What follows belongs to an exercise in optimizing a design on an open flow for small area; a production flow would make more cautious choices. Only simulation tests tie the RTL to the original design; equivalence was not proved. Power is estimated from default activity; no workload was simulated.

## flow/design.v (module list and top-level ports; edited modules follow where they fit)
// module lfsr_gen: 38 lines
// module lfsr_word_w: 308 lines
// module lfsr_word_r: 310 lines
// module lfsr_xnor: 3 lines
// module lfsr_xor: 3 lines
// module lfsr_nor: 3 lines
// module lfsr_nand: 3 lines
// module lfsr_inv: 3 lines
// module lfsr_mux2i: 3 lines
// module lfsr_memtest: 162 lines
// module memtest_load_dec: 13 lines
// module memtest_clr_inc: 13 lines
// module memtest_nand2: 3 lines
// module memtest_a22o: 4 lines
// module memtest_a221o: 4 lines
// module memtest_and3: 3 lines
// module memtest_and4: 4 lines
// module memtest_and2: 3 lines
// module memtest_nor2: 3 lines
// module memtest_xor2: 3 lines
// module memtest_xnor2: 3 lines
// module memtest_mux2i: 3 lines
// module memtest_differ: 9 lines
module lfsr_memtest #(
    parameter DW = 256,
    parameter AW = 24
) (
    input  wire          clk,
    input  wire          rst,
    input  wire [4:0]    host_cmd,
    input  wire [AW-1:0] host_wdata,
    output reg  [AW-1:0] host_rdata,
    output wire          w_stb,
    output wire [DW-1:0] w_data,
    input  wire          w_ack,
    input  wire          r_stb,
    input  wire [DW-1:0] r_data,
    output wire          r_ack
);
  // ...
==> flow/flow/run.sh <==
#!/bin/bash
# The standard layout, except that the port buffers are sky130_fd_sc_hd__buf_1
# instead of the buffer buffer_ports picks by default (clkdlybuf4s50_1).
set -euo pipefail
export BUFFER_PORTS_ARGS="-buffer_cell sky130_fd_sc_hd__buf_1"
export GPL_KEEP_OVERFLOW=0
bash standard.sh > standard_flow.log 2>&1
==> flow/standard.sh <==
#!/bin/bash
# synth_recipe.tcl (not shown) runs the flow's synth.tcl, then flattens the netlist and writes it again
# the make line also repeats each setting of config.mk as NAME=value (left out here)
make -C /OpenROAD-flow-scripts/flow DESIGN_CONFIG=/design/flow/config.mk WORK_HOME=/design/flow/orfs CLKGATE_MAP_FILE= SYNTH_SCRIPT=/design/flow/synth_recipe.tcl "${@:-finish}"
==> flow/config.mk <==
export PLATFORM = sky130hd
export DESIGN_NAME = lfsr_memtest
export DESIGN_NICKNAME = lfsr_memtest
export VERILOG_FILES = /design/flow/design.v
export SDC_FILE = /design/flow/constraint.sdc
export NUM_CORES = 4
export LEC_CHECK = 0
export CAP_MARGIN = 20
export CORE_AREA = 5 5 235 235
export CTS_BUF_LIST = sky130_fd_sc_hd__clkbuf_8
export CTS_CLUSTER_DIAMETER = 150
export CTS_CLUSTER_SIZE = 40
export DIE_AREA = 0 0 240 240
export SETUP_SLACK_MARGIN = 0.1
export SLEW_MARGIN = 20
export SYNTH_HIERARCHICAL = 1
==> flow/constraint.sdc <==
create_clock -name core_clock -period 5.0 [get_ports {clk}]
set_input_delay 1.0000 -clock core_clock [delete_from_list [all_inputs] [get_ports {clk}]]
set_output_delay 1.0000 -clock core_clock [all_outputs]
set_load 0.01 [all_outputs]
==> out/results.ini, run 1 <==
[final_layout]
clock_tree_area_fraction_pct = 2.42
drive_above_1_share_pct = 3.25
reg_top3 = u_rgen.p (31), u_wgen.p (31)
largestClassByArea = multi-input gates
final_cell_mix = 649 x xor2_1, 567 x buf_1, 155 x xnor2_1
signal_buffers = 579
final_util_pct = 32.6
seq_cells = 141
final_cells = 2811

[yosys]
synth_area_leader_cell = xor2_1
yosysUniqueCellTypes = 26
yosys.area_share.adder_pct = 0
synthMuxAreaShare_pct = 8.24
synthSimpleGateAreaFrac_pct = 15.1

[critical_path]
reg2reg_to = err_pend
criticalPathCategory = register to register
crit_top_cell = xor2_1
cp_top_family = simple AND/OR/NAND/NOR gates
r2r_setup_slack_ns = 0.08
crit_end = err_pend

[cts]
cts_tree = yes
cts_resized = 3

[place]
dp_slack_ns = -0.294
place_area_um2 = 16600
gp_congestion = 1.04

[grt]
track_usage_pct = 23.5
met1_usage_pct = 30.3
antenna_found_initial = 1
grt_pass1_vias = 13320
grt_remaining_overflow = 0

[drt]
wl_met3_um = 6640
drtAntennaViolNets = 0
drt-pass1-iter-count = 5
wl_per_cell_um = 25.5
drt-met1-wl_um = 29000

[die]
dieArea_um2 = 57600
die_w_um = 240

[power]
powerDensity_nw_per_um2 = 674
vdd_ir_drop_max_v = 0.000472
seq-power_w = 0.00164

[timing]
timing.fmax_mhz = 203
drv_slew = 0

[outcome]
status = finished clean

==> inputs of run 2 (changes only) <==
--- a/flow/config.mk
+++ b/flow/config.mk
@@ -6,11 +6,11 @@
 export NUM_CORES = 4
 export LEC_CHECK = 0
 export CAP_MARGIN = 20
-export CORE_AREA = 5 5 235 235
+export CORE_AREA = 5 5 315 315
 export CTS_BUF_LIST = sky130_fd_sc_hd__clkbuf_8
 export CTS_CLUSTER_DIAMETER = 150
 export CTS_CLUSTER_SIZE = 40
-export DIE_AREA = 0 0 240 240
+export DIE_AREA = 0 0 320 320
 export SETUP_SLACK_MARGIN = 0.1
 export SLEW_MARGIN = 20
 export SYNTH_HIERARCHICAL = 1
==> out/results.ini, run 2 <==
[yosys]
synth_area_leader_cell = xor2_1  ; unchanged
synth-compound-area-share_pct = 1.86  ; unchanged
synth-xor-area-share_pct = 53.5  ; unchanged
yosysWarnings = 9  ; unchanged
synth_top_family_by_area = XOR/XNOR gates  ; unchanged
synth_top_area_share_pct = 43.1  ; unchanged
yosysMostFrequentCell = xor2_1  ; unchanged
yosysUniqueCellTypes = 26  ; unchanged
synth_edf_count = 0  ; unchanged
synthMuxAreaShare_pct = 8.24  ; unchanged
yosys.area_share.adder_pct = 0  ; unchanged
syn_avg_cell_area_um2 = 8.84  ; unchanged
synthesis.area_um2 = 13400  ; unchanged
netlist_instances = 1511  ; unchanged
async_reset_ff_share_pct = 0  ; unchanged
ys_ff_latch = 141  ; unchanged
ys_seq_area_share_pct = 21.1  ; unchanged
synthTopCellsByArea = xor2_1 43%, dfxtp_1 21%, xnor2_1 10%  ; unchanged
ys.flop_type = dfxtp_1  ; unchanged
synthSimpleGateAreaFrac_pct = 15.1  ; unchanged
synth_common_cells = 658 x xor2_1, 158 x xnor2_1, 155 x nor2_1, 141 x dfxtp_1, 110 x mux2i_1  ; unchanged

[final_layout]
reg_top3 = u_rgen.p (31), u_wgen.p (31)  ; unchanged
layout.nets = 2401  ; was 2399
syn2layout_area_growth_pct = 33.3  ; was 27.9%
final_cell_mix = 651 x xor2_1, 567 x buf_1, 156 x xnor2_1  ; was 649 x xor2_1, 567 x buf_1, 155 x xnor2_1
antenna_cells = 0  ; unchanged
final_util_pct = 18.7  ; was 32.6%
layout_commonest_cell = xor2_1  ; unchanged
drive_above_1_share_pct = 3.20  ; was 3.25%
fin_area_um2 = 17800  ; was 17100 um^2

[die]
initial_core_util_pct = 14.0  ; was 25.5%
die_w_um = 320  ; was 240 um
ios = 571  ; unchanged
rows = 113  ; was 84
dieArea_um2 = 102000  ; was 57600 um^2
die_y_um = 320  ; was 240 um
core_um2 = 95200  ; was 52400 um^2

[power]
swShare_pct = 61.2  ; was 59.6%
pwr-share-comb_pct = 77.9  ; was 77.2%
powerDensity_nw_per_um2 = 667  ; was 674 nW/um^2
seq_power_share_pct = 13.8  ; was 14.2%
power_leakage_nw = 7.73  ; was 7.72 nW
vdd_ir_drop_max_v = 0.000390  ; was 0.000472 V
p_sw_w = 0.00727  ; was 0.00686 W
p_int_w = 0.00461  ; was 0.00466 W
p_clk_share_pct = 8.2  ; was 8.6%
power_w = 0.0119  ; was 0.0115 W

[cts]
cts.clk_slew.worst_paths_ns = 0.11  ; was 0.09 ns
cts_tree = yes  ; unchanged
cts_max_path_buffers = 2  ; unchanged
htreeDepth = 4  ; unchanged
post_cts_buffers = 0  ; unchanged
clock_latency_ns = 0.48  ; was 0.47 ns
clock_sinks = 141  ; unchanged
cts_root_buffer = clkbuf_8  ; unchanged
numCtsBuffers = 17  ; unchanged

[timing]
rsz0062_at_grt = no  ; was yes
min_period_over_period_pct = 97.5  ; was 98.4%
clock_skew_ns = 0.0246  ; was 0.0145 ns
holdWs_ns = 0.459  ; was 0.478 ns
hold_viol_final = 0  ; unchanged
setup_viol = 0  ; unchanged
slew-limit-headroom_pct = 22.2  ; was 18.2%
min_period_ns = 4.87  ; was 4.92 ns
drv_slew = 0  ; unchanged
timing.fmax_mhz = 205  ; was 203 MHz
tightest_slew_ns = 1.16  ; was 1.22 ns

[critical_path]
required_ns = 4.00  ; was 5.37 ns
startpoint_type = register  ; unchanged
criticalPathCategory = register to output port  ; was register to register
path_max_fanout = 7  ; was 6
cp_data_arrival_time_ns = 3.87  ; was 5.29 ns
endpoint_kind = output port  ; was register

[drt]
wl_per_cell_um = 22.7  ; was 25.5 um
first_iter_violations = 1185  ; was 1170
drt-pass1-iter-count = 5  ; unchanged
drc = 0  ; unchanged
viasPerCell = 4.07  ; was 4.88
wl_um = 77000  ; was 71600 um
vias = 13786  ; was 13711
drtAntennaViolNets = 0  ; unchanged

[place]
place_area_um2 = 17400  ; was 16600 um^2
port_buffers = 569  ; unchanged
gp_congestion = 0.990  ; was 1.04
place_hpwl_um = 66100  ; was 61000 um

[grt]
grt_start_max_net_pins = 29  ; was 35
grt_pass1_vias = 13746  ; was 13320
track_usage_pct = 14.2  ; was 23.5%
grt_pass1_wl_um = 106000  ; was 97700 um
antenna_found_initial = 1  ; unchanged
grt_remaining_overflow = 0  ; unchanged

[min_path]
min_path_type = register to register  ; unchanged

[job]
max-cap-violations = 0  ; unchanged

[outcome]
status = finished clean  ; unchanged

[run 2: cell count changes in the layout (fill, tap and decap cells not counted), sizes merged]
cell	delta
bufinv	-1
inv	+2
buf	+2
clkinvlp	+1
clkinv	-2
[run 2: repair_timing]
action                                  CTS  global route
endpoints found under the setup margin    1             1
gates resized for setup                   1             4
hold buffers                              0             0
[run 2: metrics by stage]
stage          setup TNS (ns)  setup slack [ns]  instances
2_1_floorplan               0             0.217       1513
3_3_place_gp           -76.75             -1.43       3346
3_5_place_dp                0            0.0744       3358
4_1_cts                     0             0.175       3390
5_1_grt                     0             0.127       3390
6_report                    0             0.126       3390
[run 2: logic make-up after synthesis]
group / after synthesis
buf+inv: 6
flops: 141
xor+xnor: 816
other cells: 1
simple gates: 409
compound gates: 28
mux: 110
[run 2: per-module statistics from Yosys (local to each module, per instance), excerpt]
module         cell area [um^2]  flops+latches  times used  cells
lfsr_memtest               1730             77           1    108
memtest_mux2i              10.0              0          48      1
lfsr_mux2i                 10.0              0          62      1
memtest_a221o              10.0              0           9      1
memtest_and4               8.76              0          10      1
lfsr_xnor                  8.76              0         134      1
lfsr_inv                   3.75              0           2      1
lfsr_nand                  3.75              0          29      1
memtest_nor2               3.75              0          24      1
[run 2: power groups by stage]
stage	Sequential [W]	Combinational (W)	Clock [W]
after floorplan	0.00153	0.00575	0
after global placement	0.00165	0.00904	0
after detailed placement	0.00165	0.00900	0
after CTS	0.00163	0.00907	0.00102
after global routing	0.00166	0.00957	0.00107
final	0.00164	0.00926	0.000979
[run 2: layout make-up]
cell class	count	area, um^2
Sequential cell	141	2830
Multi-Input combinational cell	1366	10600
Timing Repair Buffer	581	2350
Inverter	5	18.8
Clock buffer	17	234
Tap cell	1265	1580
Clock inverter	15	165
Fill cell	10816	77300
[run 2: final timing paths]
kind | start | to | slack, ns | cells past startpoint
worst max-delay path | u_wgen.p[21] | w_data[44] | 0.13 | 5
worst min register to register | length[9] | rem_n[9] | 0.46 | 1
worst max register to register | u_rgen.p[6] | err_pend | 0.23 | 11
worst min-delay path | length[9] | rem_n[9] | 0.46 | 1
[run 2: per-layer routing]
metal | share of wire, % | track usage [%]
met1 | 42 | 18.6
met5 | 0.014 | 0
met4 | 3.1 | 3.90
met2 | 47 | 23.7
met3 | 7.8 | 3.08
[run 2: worst max-delay path, stage by stage (launching register included)]
cell and delay, ns:
dfxtp_1 0.56, xor2_1 0.90, xor2_1 0.54, xor2_1 0.90, xor2_1 0.31, buf_1 0.19
==> inputs of run 3 (changes only) <==
==> flow/flow/run.sh (replaced) <==
#!/bin/bash
# The standard layout (standard.sh, its synthesis unchanged), with three
# settings that ORFS reads from the environment:
#  - the port buffers are sky130_fd_sc_hd__buf_1 instead of the buffer that
#    buffer_ports picks by default (clkdlybuf4s50_1);
#  - timing-driven global placement does not keep the buffers of its trial
#    repair_design (GPL_KEEP_OVERFLOW=0); the later repair steps still run;
#  - clock tree synthesis inserts no dummy loads.
# ORFS writes each step's full log under orfs/logs/; make's own output goes to
# standard_flow.log here.
set -euo pipefail
export BUFFER_PORTS_ARGS="-buffer_cell sky130_fd_sc_hd__buf_1"
export GPL_KEEP_OVERFLOW=0
export CTS_ARGS="-sink_clustering_enable -repair_clock_nets -buf_list sky130_fd_sc_hd__clkbuf_8 -sink_clustering_size 40 -sink_clustering_max_diameter 150 -dont_use_dummy_load"
bash standard.sh > standard_flow.log 2>&1
==> out/results.ini, run 3 <==
[outcome]
status = finished clean  ; unchanged

[yosys]
netlist_instances = 1511  ; unchanged
yosysUniqueCellTypes = 26  ; unchanged
synth_area_leader_cell = xor2_1  ; unchanged
ys.flop_type = dfxtp_1  ; unchanged
yosysMostFrequentCell = xor2_1  ; unchanged
syn_avg_cell_area_um2 = 8.84  ; unchanged
async_reset_ff_share_pct = 0  ; unchanged
synthTopCellsByArea = xor2_1 43%, dfxtp_1 21%, xnor2_1 10%  ; unchanged
synth_common_cells = 658 x xor2_1, 158 x xnor2_1, 155 x nor2_1, 141 x dfxtp_1, 110 x mux2i_1  ; unchanged
synthesis.area_um2 = 13400  ; unchanged
synth_top_area_share_pct = 43.1  ; unchanged
synth_edf_count = 0  ; unchanged
yosysWarnings = 9  ; unchanged
ys_ff_latch = 141  ; unchanged
ys_seq_area_share_pct = 21.1  ; unchanged

[final_layout]
final.fill_count = 10823  ; was 10816
antenna_cells = 0  ; unchanged
layout.nets = 2401  ; unchanged
drive_above_1_share_pct = 2.51  ; was 3.20%
layout_commonest_cell = xor2_1  ; unchanged
syn2layout_area_growth_pct = 32.1  ; was 33.3%
final_cell_mix = 651 x xor2_1, 567 x buf_1, 156 x xnor2_1  ; unchanged
seqCellArea_um2 = 2830  ; unchanged
multi_input_area_um2 = 10600  ; unchanged
final_cells = 3375  ; was 3390
reg_top3 = u_rgen.p (31), u_wgen.p (31)  ; unchanged

[drt]
drt-pass1-iter-count = 5  ; unchanged
wl_per_cell_um = 22.8  ; was 22.7 um
wl_um = 76800  ; was 77000 um
vias = 13714  ; was 13786
drtAntennaViolNets = 0  ; unchanged
viasPerCell = 4.06  ; was 4.07
drc = 0  ; unchanged
first_iter_violations = 1223  ; was 1185

[critical_path]
cp_data_arrival_time_ns = 3.84  ; was 3.87 ns
path_max_fanout = 7  ; unchanged
r2r_setup_slack_ns = 0.21  ; was 0.23 ns
endpoint_kind = output port  ; unchanged
startpoint_type = register  ; unchanged
criticalPathCategory = register to output port  ; unchanged
required_ns = 4.00  ; about the same

[grt]
antenna_found_initial = 1  ; unchanged
track_usage_pct = 14.2  ; about the same
grt_pass1_vias = 13730  ; was 13746
grt_start_max_net_pins = 29  ; unchanged
grt_remaining_overflow = 0  ; unchanged
grt_pass1_wl_um = 106000  ; about the same

[place]
gp_congestion = 0.990  ; unchanged
port_buffers = 569  ; unchanged
dp.cells = 3358  ; unchanged
dp_slack_ns = 0.0744  ; unchanged
place_hpwl_um = 66100  ; unchanged

[die]
ios = 571  ; unchanged
core_um2 = 95200  ; unchanged
initial_core_util_pct = 14.0  ; unchanged
die_w_um = 320  ; unchanged
die_y_um = 320  ; unchanged
dieArea_um2 = 102000  ; unchanged
rows = 113  ; unchanged

[cts]
post_cts_buffers = 0  ; unchanged
cts.clk_slew.worst_paths_ns = 0.11  ; about the same
clock_sinks = 141  ; unchanged
numCtsBuffers = 17  ; unchanged
cts_tree = yes  ; unchanged
ctsHoldBuffers = 0  ; unchanged
clock_latency_ns = 0.48  ; about the same
cts_root_buffer = clkbuf_8  ; unchanged
htreeDepth = 4  ; unchanged
cts_max_path_buffers = 2  ; unchanged

[timing]
drv_slew = 0  ; unchanged
hold_viol_final = 0  ; unchanged
clock_skew_ns = 0.0453  ; was 0.0246 ns
rsz0062_at_grt = no  ; unchanged
setup_ws_ns = 0.163  ; was 0.126 ns
timing.fmax_mhz = 207  ; was 205 MHz
holdWs_ns = 0.434  ; was 0.459 ns
tightest_slew_ns = 1.17  ; was 1.16 ns
min_period_ns = 4.84  ; was 4.87 ns
slew-limit-headroom_pct = 21.9  ; was 22.2%
min_period_over_period_pct = 96.7  ; was 97.5%
setup_viol = 0  ; unchanged

[power]
power_w = 0.0116  ; was 0.0119 W
power_leakage_nw = 7.65  ; was 7.73 nW
powerDensity_nw_per_um2 = 658  ; was 667 nW/um^2
vdd_ir_drop_max_v = 0.000387  ; was 0.000390 V

[job]
max-cap-violations = 0  ; unchanged

[min_path]
min_path_type = register to register  ; unchanged

[run 3: cell counts after synthesis]
No cell type changed its count.
[run 3: repair_timing]
| item | CTS | global route |
|---|---|---|
| setup endpoints to repair | 1 | 1 |
| endpoints found under the hold margin | 0 | 0 |
| resized for setup | 1 | 4 |
[run 3: area by class of cell]
type / instances / share of cell area (%)
inverters: 5 / 0.106
multi-input cells: 1366 / 60.3
well taps: 1265 / 8.97
flip-flops and latches: 141 / 16.0
clock buffers: 17 / 1.33
repair buffers: 581 / 13.3
[run 3: kinds of logic after synthesis]
logic type	share of synthesized area (%)
AO/OA/AOI/OAI	1.86
buffers and inverters	0.197
AND/OR/NAND/NOR	15.1
flip-flops	21.1
multiplexers	8.24
other	0.0281
XOR/XNOR	53.5
[run 3: modules after synthesis, one instance, submodules excluded, a selection]
| module | area [um^2] | flops+latches |
|---|---|---|
| memtest_a221o | 10.0 | 0 |
| memtest_and2 | 6.26 | 0 |
| memtest_a22o | 8.76 | 0 |
| memtest_xnor2 | 8.76 | 0 |
| memtest_xor2 | 8.76 | 0 |
| memtest_and4 | 8.76 | 0 |
| lfsr_xor | 8.76 | 0 |
| lfsr_inv | 3.75 | 0 |
| memtest_and3 | 6.26 | 0 |
| lfsr_memtest | 1730 | 77 |
[run 3: worst paths after layout]
kind                              startpoint    endpoint  depth (start not counted)
worst max-delay path            u_wgen.p[21]  w_data[50]                          5
worst min-delay path               length[9]    rem_n[9]                          1
worst max register to register  u_rgen.p[23]    err_pend                         10
worst min register to register     length[9]    rem_n[9]                          1
[run 3: through the flow]
step,util [%],area [um^2],setup TNS [ns]
4_1_cts,18.5,17600,0
3_3_place_gp,18.0,17100,-76.75
3_5_place_dp,18.3,17400,0
6_report,18.5,17600,0
5_1_grt,18.5,17600,0
2_1_floorplan,-,13400,0
[run 3: power breakdown]
part	total [W]	internal, W	switching, W
combinational	0.00924	0.00292	0.00632
sequential	0.00164	0.00128	0.000369
clock	0.000718	0.000300	0.000418
total	0.0116	0.00450	0.00711
[run 3: metal layers]
layer	GRT usage [%]	vias up	part of all wire (%)
li1	-	6148	-
met1	18.6	6727	42
met2	23.7	739	47
met3	3.12	98	7.7
met4	3.93	2	3.1
met5	0	-	0.013
[run 3: critical path, stage by stage (launching register included)]
cell	delay, ns
dfxtp_1	0.55
xor2_1	0.93
xor2_1	0.52
xor2_1	0.88
xor2_1	0.32
buf_1	0.19
==> inputs of run 4 (changes only) <==
==> flow/config.mk (replaced) <==
export PLATFORM = sky130hd
export DESIGN_NAME = lfsr_memtest
export DESIGN_NICKNAME = lfsr_memtest
export VERILOG_FILES = /design/flow/design.v
export SDC_FILE = /design/flow/constraint.sdc
export NUM_CORES = 4
export LEC_CHECK = 0
export CAP_MARGIN = 20
export CORE_AREA = 5 5 315 315
export DIE_AREA = 0 0 320 320
export SETUP_SLACK_MARGIN = 0.03
export SLEW_MARGIN = 20
export SYNTH_HIERARCHICAL = 1
==> out/results.ini, run 4 <==
[yosys]
netlist_instances = 1511  ; unchanged
ys_ff_latch = 141  ; unchanged
synth_area_leader_cell = xor2_1  ; unchanged
synth_common_cells = 658 x xor2_1, 158 x xnor2_1, 155 x nor2_1, 141 x dfxtp_1, 110 x mux2i_1  ; unchanged
async_reset_ff_share_pct = 0  ; unchanged
ys.flop_type = dfxtp_1  ; unchanged
yosysWarnings = 9  ; unchanged
syn_avg_cell_area_um2 = 8.84  ; unchanged
ys_seq_area_share_pct = 21.1  ; unchanged
synth_top_area_share_pct = 43.1  ; unchanged
synth_edf_count = 0  ; unchanged
synthesis.area_um2 = 13400  ; unchanged
yosysMostFrequentCell = xor2_1  ; unchanged
yosysUniqueCellTypes = 26  ; unchanged
synthTopCellsByArea = xor2_1 43%, dfxtp_1 21%, xnor2_1 10%  ; unchanged

[cts]
htreeDepth = 4  ; unchanged
cts_max_path_buffers = 2  ; unchanged
numCtsBuffers = 17  ; unchanged
cts_tree = yes  ; unchanged
cts_resized = 0  ; was 1
cts.clk_slew.worst_paths_ns = 0.11  ; about the same
post_cts_buffers = 0  ; unchanged
clock_latency_ns = 0.48  ; about the same
cts_root_buffer = clkbuf_8  ; unchanged
ctsHoldBuffers = 0  ; unchanged
clock_sinks = 141  ; unchanged

[drt]
first_iter_violations = 1158  ; was 1223
drtAntennaViolNets = 0  ; unchanged
drt-pass1-iter-count = 5  ; unchanged
viasPerCell = 4.07  ; was 4.06
wl_um = 76900  ; was 76800 um
drc = 0  ; unchanged
wl_per_cell_um = 22.8  ; about the same
vias = 13736  ; was 13714

[power]
power_leakage_nw = 7.65  ; about the same
p_int_w = 0.00449  ; was 0.00450 W
p_sw_w = 0.00712  ; was 0.00711 W
p_clk_share_pct = 6.2  ; about the same
seq_power_share_pct = 14.1  ; was 14.2%
power_w = 0.0116  ; about the same
swShare_pct = 61.3  ; was 61.2%
pwr-share-comb_pct = 79.7  ; was 79.6%
vdd_ir_drop_max_v = 0.000384  ; was 0.000387 V
powerDensity_nw_per_um2 = 659  ; was 658 nW/um^2

[place]
dp_slack_ns = 0.0744  ; unchanged
gp_congestion = 0.990  ; unchanged
place_hpwl_um = 66100  ; unchanged
port_buffers = 569  ; unchanged
dp.cells = 3358  ; unchanged

[die]
dieArea_um2 = 102000  ; unchanged
initial_core_util_pct = 14.0  ; unchanged
ios = 571  ; unchanged
core_um2 = 95200  ; unchanged
rows = 113  ; unchanged
die_y_um = 320  ; unchanged
die_w_um = 320  ; unchanged

[critical_path]
criticalPathCategory = register to register  ; was register to output port
rr_startpoint = u_rgen.p[21]  ; was u_rgen.p[23]
required_ns = 5.37  ; was 4.00 ns
critPathLaunch = u_rgen.p[21]  ; was u_wgen.p[21]
cp_data_arrival_time_ns = 5.28  ; was 3.84 ns
endpoint_kind = register  ; was output port
startpoint_type = register  ; unchanged
path_max_fanout = 6  ; was 7

[grt]
track_usage_pct = 14.2  ; about the same
grt_remaining_overflow = 0  ; unchanged
grt_pass1_wl_um = 106000  ; about the same
antenna_found_initial = 1  ; unchanged
busiest_layer = met2  ; unchanged
grt_pass1_vias = 13723  ; was 13730
met1_usage_pct = 18.6  ; about the same
grt_use_met3_pct = 3.12  ; unchanged
met2_usage_pct = 23.7  ; unchanged
grt_start_max_net_pins = 29  ; unchanged

[final_layout]
multi_input_area_um2 = 10600  ; about the same
final.fill_count = 10829  ; was 10823
layout.nets = 2401  ; unchanged
antenna_cells = 0  ; unchanged
final_cell_mix = 653 x xor2_1, 567 x buf_1, 156 x xnor2_1  ; was 651 x xor2_1, 567 x buf_1, 156 x xnor2_1
layout_commonest_cell = xor2_1  ; unchanged
seqCellArea_um2 = 2830  ; unchanged
syn2layout_area_growth_pct = 31.9  ; was 32.1%
reg_top3 = u_rgen.p (31), u_wgen.p (31)  ; unchanged
final_cells = 3375  ; unchanged
drive_above_1_share_pct = 2.37  ; was 2.51%

[timing]
min_period_ns = 4.90  ; was 4.84 ns
setup_tns_ns = 0  ; unchanged
clock_skew_ns = 0.0464  ; was 0.0453 ns
slew-limit-headroom_pct = 20.8  ; was 21.9%
drv_slew = 0  ; unchanged
tightest_slew_ns = 1.18  ; was 1.17 ns
setup_ws_ns = 0.0966  ; was 0.163 ns
timing.fmax_mhz = 204  ; was 207 MHz
min_period_over_period_pct = 98.1  ; was 96.7%
rsz0062_at_grt = no  ; unchanged
hold_viol_final = 0  ; unchanged
setup_viol = 0  ; unchanged

[min_path]
min_path_type = register to register  ; unchanged
hp-start = length[9]  ; unchanged

[job]
max-cap-violations = 0  ; unchanged

[outcome]
status = finished clean  ; unchanged

-- run 4: cell types whose count changed in the layout (fill, tap and decap cells not counted) --
cell,previous run,this run
xor2_2,7,5
nor4_2,2,1
nor4_1,68,69
xor2_1,651,653
-- run 4: modules after synthesis, one instance, submodules excluded, a selection --
module / area (um^2) / flops+latches / cells / times used
memtest_and4: 8.76 / 0 / 1 / 10
lfsr_nor: 3.75 / 0 / 1 / 125
memtest_nand2: 3.75 / 0 / 1 / 48
lfsr_mux2i: 10.0 / 0 / 1 / 62
memtest_and2: 6.26 / 0 / 1 / 56
memtest_xor2: 8.76 / 0 / 1 / 24
lfsr_xor: 8.76 / 0 / 1 / 378
lfsr_inv: 3.75 / 0 / 1 / 2
lfsr_xnor: 8.76 / 0 / 1 / 134
memtest_mux2i: 10.0 / 0 / 1 / 48
memtest_and3: 6.26 / 0 / 1 / 6
lfsr_nand: 3.75 / 0 / 1 / 29
memtest_xnor2: 8.76 / 0 / 1 / 24
memtest_a22o: 8.76 / 0 / 1 / 15
memtest_nor2: 3.75 / 0 / 1 / 24
-- run 4: power groups by stage --
| stage | Clock [W] | Combinational (W) | Sequential, W |
|---|---|---|---|
| floorplan | 0 | 0.00575 | 0.00153 |
| global placement | 0 | 0.00904 | 0.00165 |
| detailed placement | 0 | 0.00900 | 0.00165 |
| CTS | 0.000762 | 0.00907 | 0.00163 |
| global route | 0.000807 | 0.00955 | 0.00166 |
| finish | 0.000720 | 0.00925 | 0.00164 |
-- run 4: final timing paths --
path | end | slack, ns | cells past startpoint
worst max-delay path | err_pend | 0.1 | 11
worst min-delay path | rem_n[9] | 0.43 | 1
worst max register to register | err_pend | 0.1 | 11
worst min register to register | rem_n[9] | 0.43 | 1
-- run 4: cell families (layout without fill, tap and decap cells) --
group,after synthesis,in the layout,synth area share (%)
muxes,110,110,8.24
and+or+nand+nor,409,409,15.1
other,1,3,0.0281
AOI/OAI and AO/OA,28,28,1.86
xor gates and xnor gates,816,816,53.5
buffers and inverters,6,603,0.197
DFF,141,141,21.1
-- run 4: layer usage --
metal,share of wire (%),wire (um)
met4,3.2,2440
met1,42,32400
met5,0.013,10
met2,47,35800
met3,8.0,6190
-- run 4: per-stage QoR --
step	area (um^2)	hold WS [ns]	util, %
final	17600	0.434	18.5
after floorplan	13400	0.438	-
after global routing	17600	0.452	18.5
after global placement	17100	0.450	18.0
after CTS	17600	0.432	18.5
after detailed placement	17400	0.462	18.3
-- run 4: layout make-up --
| cell class | instances | share of cell area [%] |
|---|---|---|
| multi-input cells | 1366 | 60.2 |
| flip-flops and latches | 141 | 16.0 |
| repair buffers | 581 | 13.3 |
| well taps | 1265 | 8.98 |
| clock buffers | 17 | 1.33 |
| inverters | 5 | 0.106 |
-- run 4: critical path: stages, from the launching register on --
cell and delay [ns]:
dfxtp_1 0.52, xor2_1 0.96, nor2_1 0.20, xnor2_1 0.34, xor2_1 0.55, xor2_1 0.18, xor2_1 0.27, nor4_1 0.42
nand4_1 0.26, nor4_1 0.63, nand4_1 0.22, and3_1 0.24
==> module lfsr_gen, before the edit <==
module lfsr_gen #(
    parameter DW   = 256,
    parameter READ = 0         
) (
    input  wire          clk,
    input  wire          rst,     
    input  wire          ce,      
    output wire [DW-1:0] o        
);
    localparam NS = 31;
    localparam [NS-1:0] PSTAR = READ ? 31'h0ed03ae9 : 31'h08d83af2;
    reg  [NS-1:0] p;
    reg           z;
    wire [NS-1:0] p_next;    
    wire          rst_n;
    genvar i;
    lfsr_inv u_rst_n (.a(rst), .y(rst_n));
    for (i = 0; i < NS; i = i + 1) begin : g_p
        wire hold_n;       
        lfsr_mux2i u_m (.s(ce), .a1(o[i]), .a0(p[i]), .y(hold_n));
        if (PSTAR[i]) begin : g_1
            lfsr_nand u_r (.a(hold_n), .b(rst_n), .y(p_next[i]));
        end else begin : g_0
            lfsr_nor  u_r (.a(hold_n), .b(rst), .y(p_next[i]));
        end
    end
    always @(posedge clk) begin
        p <= p_next;
        z <= rst | (z & ~ce);
    end
    generate
        if (READ) begin : g_r
            lfsr_word_r u_word (.p(p), .z(z), .o(o));
        end else begin : g_w
            lfsr_word_w u_word (.p(p), .z(z), .o(o));
        end
    endgenerate
endmodule
==> module lfsr_memtest, before the edit <==
module lfsr_memtest #(
    parameter DW = 256,
    parameter AW = 24
) (
    input  wire          clk,
    input  wire          rst,
    input  wire [4:0]    host_cmd,
    input  wire [AW-1:0] host_wdata,
    output reg  [AW-1:0] host_rdata,
    output wire          w_stb,
    output wire [DW-1:0] w_data,
    input  wire          w_ack,
    input  wire          r_stb,
    input  wire [DW-1:0] r_data,
    output wire          r_ack
);
    localparam [15:0] MAGIC = 16'h361f;
    localparam [2:0] IDX_MAGIC   = 3'd0;
    localparam [2:0] IDX_W_RESET = 3'd1;
    localparam [2:0] IDX_W_SHOOT = 3'd2;
    localparam [2:0] IDX_LENGTH  = 3'd3;
    localparam [2:0] IDX_R_RESET = 3'd4;
    localparam [2:0] IDX_ERRORS  = 3'd5;
    wire       cmd_en  = host_cmd[4];
    wire       cmd_we  = host_cmd[3];
    wire [2:0] cmd_idx = host_cmd[2:0];
    wire       cmd_wr  = cmd_en & cmd_we;
    wire       cmd_rd  = cmd_en & ~cmd_we;
    reg [AW-1:0] length;
    reg [AW-1:0] err_count;
    reg          p_w_reset;    
    reg          p_w_shoot;
    reg          p_r_reset;
    wire          wr_length = cmd_wr && cmd_idx == IDX_LENGTH;
    wire [AW-1:0] length_next;
    genvar        i;
    for (i = 0; i < AW; i = i + 1) begin : g_length
        wire keep_n;
        memtest_mux2i u_m (.s(wr_length), .a1(host_wdata[i]), .a0(length[i]), .y(keep_n));
        memtest_nor2  u_r (.a(keep_n), .b(rst), .y(length_next[i]));
    end
    always @(posedge clk)
        length <= length_next;
    always @(posedge clk) begin
        if (rst) begin
            p_w_reset <= 1'b0;
            p_w_shoot <= 1'b0;
            p_r_reset <= 1'b0;
        end else begin
            p_w_reset <= cmd_wr && cmd_idx == IDX_W_RESET;
            p_w_shoot <= cmd_wr && cmd_idx == IDX_W_SHOOT;
            p_r_reset <= cmd_wr && cmd_idx == IDX_R_RESET;
        end
    end
    wire sel_magic  = cmd_rd && cmd_idx == IDX_MAGIC;
    wire sel_length = cmd_rd && cmd_idx == IDX_LENGTH;
    wire sel_errors = cmd_rd && cmd_idx == IDX_ERRORS;
    localparam [AW-1:0] MAGIC_W = MAGIC;
    wire [AW-1:0] rdata;
    always @* host_rdata = rdata;
    for (i = 0; i < AW; i = i + 1) begin : g_rdata
        if (MAGIC_W[i]) begin : g_1
            memtest_a221o u_o (.a1(sel_length), .a2(length[i]), .b1(sel_errors),
                               .b2(errors[i]), .c1(sel_magic), .y(rdata[i]));
        end else begin : g_0
            memtest_a22o  u_o (.a1(sel_length), .a2(length[i]), .b1(sel_errors),
                               .b2(errors[i]), .y(rdata[i]));
        end
    end
    reg  [AW-1:0] rem_n;
    reg           armed;
    wire [AW-1:0] rem_n_next;
    wire [AW:0]   rem_low0;    
    wire          w_ce = w_stb & w_ack;
    assign w_stb = armed & ~(&rem_n);
    assign rem_low0[0] = 1'b1;
    assign rem_low0[1] = rem_n[0];
    for (i = 1; i < AW; i = i + 1) begin : g_rem_low0
        memtest_and2 u_a (.a(rem_low0[i]), .b(rem_n[i]), .y(rem_low0[i+1]));
    end
    for (i = 0; i < AW; i = i + 1) begin : g_rem
        memtest_load_dec u_bit (
            .q_n  (rem_n[i]),
            .low0 (rem_low0[i]),
            .dec  (w_ce),
            .load (p_w_shoot),
            .len  (length[i]),
            .d_n  (rem_n_next[i])
        );
    end
    always @(posedge clk) begin
        if (rst)
            armed <= 1'b0;
        else if (p_w_shoot)
            armed <= 1'b1;
        rem_n <= rem_n_next;
    end
    lfsr_gen #(.DW(DW), .READ(0)) u_wgen (
        .clk (clk),
        .rst (rst | p_w_reset),
        .ce  (w_ce),
        .o   (w_data)
    );
    wire [DW-1:0] expected;
    wire          differ;
    wire          err_clr = rst | p_r_reset;
    wire          err_clr_n = ~err_clr;
    wire [AW-1:0] err_next;
    wire [AW-1:0] errors;      
    wire [AW-1:0] err_low1;    
    reg           err_pend;
    assign r_ack = 1'b1;
    memtest_differ #(.DW(DW)) u_cmp (
        .a (r_data),
        .b (expected),
        .y (differ)
    );
    wire [AW/4-1:0] grp1;      
    wire [AW/4-1:0] below1;    
    assign below1[0] = 1'b1;
    assign below1[1] = grp1[0];
    for (i = 0; i < AW / 4; i = i + 1) begin : g_grp
        memtest_and4 u_g (.a(err_count[4*i]), .b(err_count[4*i+1]), .c(err_count[4*i+2]),
                          .d(err_count[4*i+3]), .y(grp1[i]));
        if (i >= 1 && i < AW / 4 - 1) begin : g_below
            memtest_and2 u_b (.a(below1[i]), .b(grp1[i]), .y(below1[i+1]));
        end
        assign err_low1[4*i] = below1[i];
        if (i == 0) begin : g_first
            assign err_low1[1] = err_count[0];
            memtest_and2 u_2 (.a(err_count[0]), .b(err_count[1]), .y(err_low1[2]));
            memtest_and3 u_3 (.a(err_count[0]), .b(err_count[1]), .c(err_count[2]),
                              .y(err_low1[3]));
        end else begin : g_rest
            memtest_and2 u_1 (.a(below1[i]), .b(err_count[4*i]), .y(err_low1[4*i+1]));
            memtest_and3 u_2 (.a(below1[i]), .b(err_count[4*i]), .c(err_count[4*i+1]),
                              .y(err_low1[4*i+2]));
            memtest_and4 u_3 (.a(below1[i]), .b(err_count[4*i]), .c(err_count[4*i+1]),
                              .d(err_count[4*i+2]), .y(err_low1[4*i+3]));
        end
    end
    for (i = 0; i < AW; i = i + 1) begin : g_err
        memtest_clr_inc u_bit (
            .q     (err_count[i]),
            .low1  (err_low1[i]),
            .inc   (err_pend),
            .clr_n (err_clr_n),
            .value (errors[i]),
            .d     (err_next[i])
        );
    end
    always @(posedge clk) begin
        err_count <= err_next;
        err_pend  <= err_clr_n & r_stb & differ;
    end
    lfsr_gen #(.DW(DW), .READ(1)) u_rgen (
        .clk (clk),
        .rst (rst | p_r_reset),
        .ce  (r_stb),
        .o   (expected)
    );
endmodule
==> inputs of run 5 (changes only) <==
--- a/flow/design.v
+++ b/flow/design.v
@@ -12,16 +12,15 @@
     reg  [NS-1:0] p;
     reg           z;
     wire [NS-1:0] p_next;    
-    wire          rst_n;
+    wire          load = ce & ~rst;
+    wire          keep = ~ce & ~rst;
     genvar i;
-    lfsr_inv u_rst_n (.a(rst), .y(rst_n));
     for (i = 0; i < NS; i = i + 1) begin : g_p
-        wire hold_n;       
-        lfsr_mux2i u_m (.s(ce), .a1(o[i]), .a0(p[i]), .y(hold_n));
         if (PSTAR[i]) begin : g_1
-            lfsr_nand u_r (.a(hold_n), .b(rst_n), .y(p_next[i]));
+            lfsr_a221o u_n (.a1(load), .a2(o[i]), .b1(keep), .b2(p[i]), .c1(rst),
+                            .y(p_next[i]));
         end else begin : g_0
-            lfsr_nor  u_r (.a(hold_n), .b(rst), .y(p_next[i]));
+            lfsr_a22o  u_n (.a1(load), .a2(o[i]), .b1(keep), .b2(p[i]), .y(p_next[i]));
         end
     end
     always @(posedge clk) begin
@@ -663,14 +662,13 @@
 module lfsr_nor (input wire a, input wire b, output wire y);
     assign y = ~(a | b);
 endmodule
-module lfsr_nand (input wire a, input wire b, output wire y);
-    assign y = ~(a & b);
-endmodule
-module lfsr_inv (input wire a, output wire y);
-    assign y = ~a;
+module lfsr_a22o (input wire a1, input wire a2, input wire b1, input wire b2,
+                  output wire y);
+    assign y = (a1 & a2) | (b1 & b2);
 endmodule
-module lfsr_mux2i (input wire s, input wire a1, input wire a0, output wire y);
-    assign y = ~(s ? a1 : a0);
+module lfsr_a221o (input wire a1, input wire a2, input wire b1, input wire b2,
+                   input wire c1, output wire y);
+    assign y = (a1 & a2) | (b1 & b2) | c1;
 endmodule
 module lfsr_memtest #(
     parameter DW = 256,
@@ -705,16 +703,22 @@
     reg          p_w_reset;    
     reg          p_w_shoot;
     reg          p_r_reset;
-    wire          wr_length = cmd_wr && cmd_idx == IDX_LENGTH;
+    wire          wr_length   = cmd_wr && cmd_idx == IDX_LENGTH;
+    wire          wr_length_n = ~wr_length;
     wire [AW-1:0] length_next;
+    reg           len_valid;
     genvar        i;
     for (i = 0; i < AW; i = i + 1) begin : g_length
-        wire keep_n;
-        memtest_mux2i u_m (.s(wr_length), .a1(host_wdata[i]), .a0(length[i]), .y(keep_n));
-        memtest_nor2  u_r (.a(keep_n), .b(rst), .y(length_next[i]));
+        memtest_a22o u_m (.a1(wr_length), .a2(host_wdata[i]), .b1(wr_length_n),
+                          .b2(length[i]), .y(length_next[i]));
     end
-    always @(posedge clk)
+    always @(posedge clk) begin
         length <= length_next;
+        if (rst)
+            len_valid <= 1'b0;
+        else if (wr_length)
+            len_valid <= 1'b1;
+    end
     always @(posedge clk) begin
         if (rst) begin
             p_w_reset <= 1'b0;
@@ -727,7 +731,7 @@
         end
     end
     wire sel_magic  = cmd_rd && cmd_idx == IDX_MAGIC;
-    wire sel_length = cmd_rd && cmd_idx == IDX_LENGTH;
+    wire sel_length = cmd_rd && cmd_idx == IDX_LENGTH && len_valid;
     wire sel_errors = cmd_rd && cmd_idx == IDX_ERRORS;
     localparam [AW-1:0] MAGIC_W = MAGIC;
     wire [AW-1:0] rdata;
@@ -766,7 +770,7 @@
         if (rst)
             armed <= 1'b0;
         else if (p_w_shoot)
-            armed <= 1'b1;
+            armed <= len_valid;
         rem_n <= rem_n_next;
     end
     lfsr_gen #(.DW(DW), .READ(0)) u_wgen (
@@ -776,19 +780,23 @@
         .o   (w_data)
     );
     wire [DW-1:0] expected;
-    wire          differ;
+    wire [3:0]    differ;      
+    wire          err_inc;
     wire          err_clr = rst | p_r_reset;
     wire          err_clr_n = ~err_clr;
     wire [AW-1:0] err_next;
     wire [AW-1:0] errors;      
     wire [AW-1:0] err_low1;    
-    reg           err_pend;
+    reg  [3:0]    err_pend;
     assign r_ack = 1'b1;
-    memtest_differ #(.DW(DW)) u_cmp (
-        .a (r_data),
-        .b (expected),
-        .y (differ)
-    );
+    for (i = 0; i < 4; i = i + 1) begin : g_cmp
+        memtest_differ #(.DW(DW/4)) u_cmp (
+            .a (r_data[DW/4*i +: DW/4]),
+            .b (expected[DW/4*i +: DW/4]),
+            .y (differ[i])
+        );
+    end
+    assign err_inc = |err_pend;
     wire [AW/4-1:0] grp1;      
     wire [AW/4-1:0] below1;    
     assign below1[0] = 1'b1;
@@ -817,7 +825,7 @@
         memtest_clr_inc u_bit (
             .q     (err_count[i]),
             .low1  (err_low1[i]),
-            .inc   (err_pend),
+            .inc   (err_inc),
             .clr_n (err_clr_n),
             .value (errors[i]),
             .d     (err_next[i])
@@ -825,7 +833,7 @@
     end
     always @(posedge clk) begin
         err_count <= err_next;
-        err_pend  <= err_clr_n & r_stb & differ;
+        err_pend  <= {4{err_clr_n & r_stb}} & differ;
     end
     lfsr_gen #(.DW(DW), .READ(1)) u_rgen (
         .clk (clk),
@@ -881,9 +889,6 @@
 module memtest_and2 (input wire a, input wire b, output wire y);
     assign y = a & b;
 endmodule
-module memtest_nor2 (input wire a, input wire b, output wire y);
-    assign y = ~(a | b);
-endmodule
 module memtest_xor2 (input wire a, input wire b, output wire y);
     assign y = a ^ b;
 endmodule
--- a/flow/config.mk
+++ b/flow/config.mk
@@ -7,7 +7,10 @@
 export LEC_CHECK = 0
 export CAP_MARGIN = 20
 export CORE_AREA = 5 5 315 315
+export CTS_BUF_LIST = sky130_fd_sc_hd__clkbuf_8
+export CTS_CLUSTER_DIAMETER = 150
+export CTS_CLUSTER_SIZE = 40
 export DIE_AREA = 0 0 320 320
-export SETUP_SLACK_MARGIN = 0.03
+export SETUP_SLACK_MARGIN = 0.1
 export SLEW_MARGIN = 20
 export SYNTH_HIERARCHICAL = 1
==> out/results.ini, run 5 <==
[drt]
drt-pass1-iter-count = 5  ; unchanged
wl_met3_um = 8170  ; was 6190 um
drt-met1-wl_um = 34400  ; was 32400 um
viasPerCell = 4.15  ; was 4.07
top_layer_used = met5  ; unchanged
drc = 0  ; unchanged
drtAntennaViolNets = 0  ; unchanged
wl_met2_um = 41200  ; was 35800 um
wl_um = 87500  ; was 76900 um
wl_per_cell_um = 26.4  ; was 22.8 um
first_iter_violations = 1291  ; was 1158
vias = 13734  ; was 13736

[die]
die_w_um = 320  ; unchanged
dieArea_um2 = 102000  ; unchanged
ios = 571  ; unchanged
core_um2 = 95200  ; unchanged
die_y_um = 320  ; unchanged
initial_core_util_pct = 13.8  ; was 14.0%
rows = 113  ; unchanged

[timing]
drv_slew = 0  ; unchanged
min_period_ns = 4.78  ; was 4.90 ns
tightest_slew_ns = 1.27  ; was 1.18 ns
rsz0062_at_grt = no  ; unchanged
clock_skew_ns = 0.0469  ; was 0.0464 ns
slew-limit-headroom_pct = 14.4  ; was 20.8%
hold_viol_final = 0  ; unchanged
setup_viol = 0  ; unchanged
timing.fmax_mhz = 209  ; was 204 MHz
min_period_over_period_pct = 95.6  ; was 98.1%

[final_layout]
layout.nets = 2328  ; was 2401
syn2layout_area_growth_pct = 32.7  ; was 31.9%
reg_top3 = u_rgen.p (31), u_wgen.p (31)  ; unchanged
final_cells = 3312  ; was 3375
final.fill_count = 10796  ; was 10829
layout_commonest_cell = buf_1  ; was xor2_1
seqCellArea_um2 = 2910  ; was 2830 um^2
drive_above_1_share_pct = 2.70  ; was 2.37%
final_util_pct = 18.3  ; was 18.5%
final_cell_mix = 569 x buf_1, 411 x xnor2_1, 394 x xor2_1  ; was 653 x xor2_1, 567 x buf_1, 156 x xnor2_1
multi_input_area_um2 = 10300  ; was 10600 um^2

[cts]
ctsHoldBuffers = 0  ; unchanged
clock_sinks = 145  ; was 141
clock_latency_ns = 0.53  ; was 0.48 ns
cts_root_buffer = clkbuf_8  ; unchanged
post_cts_buffers = 0  ; unchanged
htreeDepth = 4  ; unchanged
cts_tree = yes  ; unchanged
cts.clk_slew.worst_paths_ns = 0.11  ; about the same
cts_max_path_buffers = 2  ; unchanged
numCtsBuffers = 17  ; unchanged

[power]
vdd_ir_drop_max_v = 0.000297  ; was 0.000384 V
power_w = 0.0104  ; was 0.0116 W
powerDensity_nw_per_um2 = 600  ; was 659 nW/um^2
p_clk_share_pct = 7.4  ; was 6.2%
p_int_w = 0.00456  ; was 0.00449 W
swShare_pct = 56.4  ; was 61.3%
power_leakage_nw = 6.19  ; was 7.65 nW
p_sw_w = 0.00589  ; was 0.00712 W
seq_power_share_pct = 16.4  ; was 14.1%
pwr-share-comb_pct = 76.2  ; was 79.7%

[critical_path]
criticalPathCategory = register to output port  ; was register to register
required_ns = 4.00  ; was 5.37 ns
cp_num_buf_inv = 1  ; was 0
cp_data_arrival_time_ns = 3.78  ; was 5.28 ns
cpMaxStageDelayCell = xor2_2  ; was xor2_1
rr_startpoint = u_rgen.p[27]  ; was u_rgen.p[21]
cp_top_family = XOR/XNOR gates  ; unchanged
crit_path_cell_trace = xor2_2 -> xor2_1 -> xor2_1 -> xor2_1 -> xor2_1 -> buf_1  ; was xor2_1 -> nor2_1 -> xnor2_1 -> xor2_1 -> xor2_1 -> xor2_1 -> nor4_1 -> nand4_1 -> nor4_1 -> nand4_1 -> and3_1
endpoint_kind = output port  ; was register
critPathLaunch = u_wgen.p[25]  ; was u_rgen.p[21]
crit_top_cell = xor2_1  ; unchanged
crit_path_max_incr_delay_ns = 0.66  ; was 0.96 ns
startpoint_type = register  ; unchanged
path_max_fanout = 7  ; was 6

[yosys]
yosysWarnings = 9  ; unchanged
ys_seq_area_share_pct = 22.1  ; was 21.1%
yosysMostFrequentCell = xnor2_1  ; was xor2_1
async_reset_ff_share_pct = 0  ; unchanged
synth_area_leader_cell = xnor2_1  ; was xor2_1
synthesis.area_um2 = 13100  ; was 13400 um^2
synth_common_cells = 414 x xnor2_1, 402 x xor2_1, 145 x dfxtp_1, 101 x nor2_1, 73 x nand4_1  ; was 658 x xor2_1, 158 x xnor2_1, 155 x nor2_1, 141 x dfxtp_1, 110 x mux2i_1
ys_ff_latch = 145  ; was 141
ys.flop_type = dfxtp_1  ; unchanged
synthTopCellsByArea = xnor2_1 28%, xor2_1 27%, dfxtp_1 22%  ; was xor2_1 43%, dfxtp_1 21%, xnor2_1 10%
synth_top_area_share_pct = 27.6  ; was 43.1%
syn_avg_cell_area_um2 = 9.11  ; was 8.84 um^2
synth_edf_count = 0  ; unchanged
yosysUniqueCellTypes = 31  ; was 26
netlist_instances = 1440  ; was 1511

[grt]
grt_remaining_overflow = 0  ; unchanged
grt_pass1_wl_um = 116000  ; was 106000 um
grt_pass1_vias = 13599  ; was 13723
track_usage_pct = 16.3  ; was 14.2%
antenna_found_initial = 38  ; was 1
grt_start_max_net_pins = 33  ; was 29

[outcome]
status = finished clean  ; unchanged

[place]
gp_congestion = 0.975  ; was 0.990
dp.cells = 3285  ; was 3358
place_hpwl_um = 77200  ; was 66100 um
port_buffers = 569  ; unchanged

[min_path]
hp-start = length[7]  ; was length[9]
min_path_type = register to register  ; unchanged

[job]
max-cap-violations = 0  ; unchanged

[run 5: cell count changes after synthesis, sizes merged, moves of 4 or more]
| cell | previous run | this run |
|---|---|---|
| nor4 | 70 | 18 |
| xnor2 | 158 | 414 |
| mux2i | 110 | 25 |
| nand4 | 23 | 75 |
| dfxtp | 141 | 145 |
| xor2 | 658 | 402 |
| nand2 | 80 | 53 |
| nor2 | 155 | 102 |
| a221o | 9 | 38 |
| a22o | 15 | 72 |
[run 5: area by class of cell]
class                      count  share of cell area (%)
tap                         1265                    9.09
clock buffer                  17                    1.34
inverter                       5                   0.108
sequential                   145                    16.7
timing repair buffer         579                    13.2
antenna                       10                   0.144
multi-input combinational   1291                    59.4
[run 5: timing repair]
item,in CTS,in global routing
hold endpoints to repair,0,0
resized for setup,1,0
setup endpoints to repair,1,0
[run 5: metal layers]
layer	up-vias	track usage, %
li1	6070	-
met3	158	5.47
met1	6663	19.1
met4	24	6.04
met5	-	0
met2	819	27.6
[run 5: per-stage QoR]
step	setup TNS (ns)	worst slack [ns]	hold slack (ns)	area, um^2
detailed placement	0	0.603	0.469	17100
floorplan	0	0.902	0.439	13100
global placement	-15.31	-0.284	0.457	16800
finish	0	0.221	0.478	17400
global route	0	0.177	0.497	17400
CTS	0	0.197	0.480	17400
[run 5: cells by family (layout without fill, tap and decap cells)]
logic type	after synthesis	in the layout	share of synthesized area, %
XOR/XNOR	816	816	54.5
AND/OR/NAND/NOR	332	332	13.3
flip-flops	145	145	22.1
AO/OA/AOI/OAI	115	115	7.98
multiplexers	25	25	1.91
buffers and inverters	6	601	0.200
other	1	13	0.0286
[run 5: Yosys stat by module (local to each module, per instance), excerpt]
module,flip-flops and latches,times used
lfsr_xor,0,378
lfsr_xnor,0,134
memtest_mux2i,0,24
memtest_a22o,0,39
lfsr_nor,0,92
memtest_and3,0,6
[run 5: path summary, 6_finish.rpt]
kind	endpoint	slack [ns]	cells after the start
max	w_data[26]	0.22	6
min	rem_n[7]	0.48	1
max reg2reg	err_pend[0]	0.52	10
min reg2reg	rem_n[7]	0.48	1
[run 5: power groups by stage]
stage / logic [W] / clock network, W / registers [W]
floorplan: 0.00525 / 0 / 0.00160
global placement: 0.00777 / 0 / 0.00172
detailed placement: 0.00781 / 0 / 0.00172
CTS: 0.00785 / 0.000822 / 0.00169
global route: 0.00836 / 0.000861 / 0.00173
finish: 0.00796 / 0.000775 / 0.00171
==> inputs of run 6 (changes only) <==
==> flow/config.mk (replaced) <==
export PLATFORM = sky130hd
export DESIGN_NAME = lfsr_memtest
export DESIGN_NICKNAME = lfsr_memtest
export VERILOG_FILES = /design/flow/design.v
export SDC_FILE = /design/flow/constraint.sdc
export NUM_CORES = 4
export LEC_CHECK = 0
export CAP_MARGIN = 0
export CORE_AREA = 5 5 315 315
export DIE_AREA = 0 0 320 320
export SETUP_SLACK_MARGIN = 0.1
export SLEW_MARGIN = 0
export SYNTH_HIERARCHICAL = 1
==> out/results.ini, run 6 <==
[outcome]
status = finished clean  ; unchanged

[timing]
rsz0062_at_grt = no  ; unchanged
timing.fmax_mhz = 210  ; was 209 MHz
min_period_over_period_pct = 95.2  ; was 95.6%
slew-limit-headroom_pct = 6.87  ; was 14.4%
clock_skew_ns = 0.0458  ; was 0.0469 ns
setup_tns_ns = 0  ; unchanged
drv_slew = 0  ; unchanged
setup_ws_ns = 0.242  ; was 0.221 ns
min_period_ns = 4.76  ; was 4.78 ns
setup_viol = 0  ; unchanged
tightest_slew_ns = 1.39  ; was 1.27 ns
hold_viol_final = 0  ; unchanged

[drt]
wl_um = 87700  ; was 87500 um
drtAntennaViolNets = 0  ; unchanged
wl_per_cell_um = 26.4  ; about the same
first_iter_violations = 1331  ; was 1291
drt-pass1-iter-count = 5  ; unchanged
viasPerCell = 4.14  ; was 4.15
vias = 13730  ; was 13734
drc = 0  ; unchanged

[final_layout]
reg_top3 = u_rgen.p (31), u_wgen.p (31)  ; unchanged
drive_above_1_share_pct = 2.50  ; was 2.70%
layout_commonest_cell = buf_1  ; unchanged
final_cells = 3314  ; was 3312
final.fill_count = 10815  ; was 10796
final_cell_mix = 569 x buf_1, 412 x xnor2_1, 398 x xor2_1  ; was 569 x buf_1, 411 x xnor2_1, 394 x xor2_1
final_util_pct = 18.2  ; was 18.3%
syn2layout_area_growth_pct = 32.2  ; was 32.7%
layout.nets = 2329  ; was 2328

[cts]
htreeDepth = 4  ; unchanged
cts_max_path_buffers = 2  ; unchanged
cts_resized = 2  ; was 1
cts_tree = yes  ; unchanged
cts_root_buffer = clkbuf_8  ; unchanged
clock_sinks = 145  ; unchanged
cts.clk_slew.worst_paths_ns = 0.11  ; about the same
clock_latency_ns = 0.52  ; was 0.53 ns
post_cts_buffers = 0  ; unchanged
ctsHoldBuffers = 0  ; unchanged
numCtsBuffers = 17  ; unchanged

[power]
powerDensity_nw_per_um2 = 603  ; was 600 nW/um^2
seq_power_share_pct = 16.3  ; was 16.4%
p_clk_share_pct = 7.5  ; was 7.4%
p_int_w = 0.00456  ; about the same
swShare_pct = 56.5  ; was 56.4%
vdd_ir_drop_max_v = 0.000385  ; was 0.000297 V
power_leakage_nw = 6.18  ; was 6.19 nW
pwr-share-comb_pct = 76.2  ; about the same
p_sw_w = 0.00592  ; was 0.00589 W

[die]
rows = 113  ; unchanged
ios = 571  ; unchanged
die_y_um = 320  ; unchanged
initial_core_util_pct = 13.8  ; unchanged
core_um2 = 95200  ; unchanged
die_w_um = 320  ; unchanged
dieArea_um2 = 102000  ; unchanged

[grt]
met1_usage_pct = 19.4  ; was 19.1%
met2_usage_pct = 28.2  ; was 27.6%
track_usage_pct = 16.3  ; about the same
grt_pass1_wl_um = 117000  ; was 116000 um
grt_remaining_overflow = 0  ; unchanged
grt_start_max_net_pins = 38  ; was 33
antenna_found_initial = 40  ; was 38
busiest_layer = met2  ; unchanged
grt_use_met3_pct = 5.05  ; was 5.47%
grt_pass1_vias = 13538  ; was 13599

[critical_path]
required_ns = 4.00  ; about the same
startpoint_type = register  ; unchanged
endpoint_kind = output port  ; unchanged
r2r_setup_slack_ns = 0.56  ; was 0.52 ns
path_max_fanout = 7  ; unchanged
criticalPathCategory = register to output port  ; unchanged
cp_data_arrival_time_ns = 3.76  ; was 3.78 ns
rr_startpoint = u_rgen.p[27]  ; unchanged
critPathLaunch = u_wgen.p[25]  ; unchanged

[yosys]
yosysMostFrequentCell = xnor2_1  ; unchanged
yosysWarnings = 9  ; unchanged
synth_common_cells = 414 x xnor2_1, 402 x xor2_1, 145 x dfxtp_1, 101 x nor2_1, 73 x nand4_1  ; unchanged
synthesis.area_um2 = 13100  ; unchanged
yosysUniqueCellTypes = 31  ; unchanged
synthTopCellsByArea = xnor2_1 28%, xor2_1 27%, dfxtp_1 22%  ; unchanged
synth_area_leader_cell = xnor2_1  ; unchanged
ys_seq_area_share_pct = 22.1  ; unchanged
async_reset_ff_share_pct = 0  ; unchanged
synth_edf_count = 0  ; unchanged
ys_ff_latch = 145  ; unchanged
ys.flop_type = dfxtp_1  ; unchanged
netlist_instances = 1440  ; unchanged
synth_top_area_share_pct = 27.6  ; unchanged
syn_avg_cell_area_um2 = 9.11  ; unchanged

[job]
max-cap-violations = 0  ; unchanged

[place]
gp_congestion = 0.975  ; unchanged
port_buffers = 569  ; unchanged
dp.cells = 3286  ; was 3285
place_hpwl_um = 77300  ; was 77200 um
dp_slack_ns = 0.217  ; was 0.603 ns

[min_path]
min_path_type = register to register  ; unchanged
hp-start = len_valid  ; was length[7]

## run 6: cell counts after synthesis
No cell type changed its count.
## run 6: cell type report
type / count / area, um^2 / area share [%]
antenna: 11 / 27.5 / 0.159
clock buffer: 17 / 234 / 1.35
inverter: 5 / 18.8 / 0.108
multi-input combinational: 1291 / 10300 / 59.2
sequential: 145 / 2910 / 16.7
tap: 1265 / 1580 / 9.12
timing repair buffer: 580 / 2320 / 13.3
## run 6: per-layer routing
layer	up-vias	share of wire, %
met4	20	3.1
met1	6693	39
li1	6092	-
met2	806	48
met3	119	9.3
met5	-	0.15
## run 6: cell families (layout without fill, tap and decap cells)
group	count (synthesis)	after routing	share of synthesized area, %
DFF	145	145	22.1
other	1	14	0.0286
buffers and inverters	6	602	0.200
AOI/OAI and AO/OA	115	115	7.98
xor gates and xnor gates	816	816	54.5
muxes	25	25	1.91
and+or+nand+nor	332	332	13.3
## run 6: metrics by stage
step,hold WS (ns),total power [W],instance area [um^2]
after global placement,0.457,0.00949,16800
after detailed placement,0.466,0.00953,17100
final,0.474,0.0105,17400
after floorplan,0.439,0.00685,13100
after global routing,0.499,0.0110,17300
after CTS,0.477,0.0104,17300
## run 6: path summary, 6_finish.rpt
| kind | end | cells after the start |
|---|---|---|
| max | w_data[26] | 6 |
| min | len_valid | 2 |
| max reg2reg | err_pend[0] | 10 |
| min reg2reg | len_valid | 2 |
## run 6: modules after synthesis (local to each module, per instance), excerpt
module / times used / flops+latches / cells / cell area [um^2]
lfsr_nor: 92 / 0 / 1 / 3.75
memtest_xnor2: 24 / 0 / 1 / 8.76
memtest_a22o: 39 / 0 / 1 / 8.76
lfsr_memtest: 1 / 81 / 122 / 1880
memtest_a221o: 9 / 0 / 1 / 10.0
memtest_and4: 10 / 0 / 1 / 8.76
## run 6: critical path: stages (launching register included)
cell and delay, ns:
dfxtp_1 0.56, xor2_2 0.68, xor2_1 0.27, xor2_1 0.59, xor2_1 0.31, xor2_1 0.57, buf_1 0.23
## run 6: power groups by stage
| stage | registers [W] | clock network, W | logic [W] |
|---|---|---|---|
| after floorplan | 0.00160 | 0 | 0.00525 |
| after global placement | 0.00172 | 0 | 0.00777 |
| after detailed placement | 0.00172 | 0 | 0.00781 |
| after CTS | 0.00169 | 0.000837 | 0.00786 |
| after global routing | 0.00173 | 0.000861 | 0.00840 |
| final | 0.00171 | 0.000782 | 0.00798 |

separate check: timing with driven ports:
The results above use ideal ports. As a check the final layouts listed here were re-extracted and re-timed, cells and wires unchanged. Step 1, drivers: a clkbuf_16 drives clk and a buf_2 each remaining input, both assumed. Step 2, shift: input delay + t, output delay - t, t = (earliest + latest rising clock arrival at the registers) / 2. This alone moves slack from input paths to output paths. Three values: ideal, step 1, step 2; two values: the first two.
run	shift t [ns]	setup slack, ns	latest minus earliest clock arrival (ns)
run 1	0.518	0.081 / 0.081 / 0.081	0.017 / 0.017
run 2	0.520	0.126 / 0.077 / 0.229	0.025 / 0.025
run 3	0.510	0.163 / 0.114 / 0.210	0.045 / 0.045
run 4	0.509	0.097 / 0.097 / 0.097	0.046 / 0.046
run 5	0.556	0.221 / 0.171 / 0.522	0.052 / 0.052
run 6	0.552	0.242 / 0.192 / 0.561	0.047 / 0.047
After both steps every run listed still meets setup and hold.
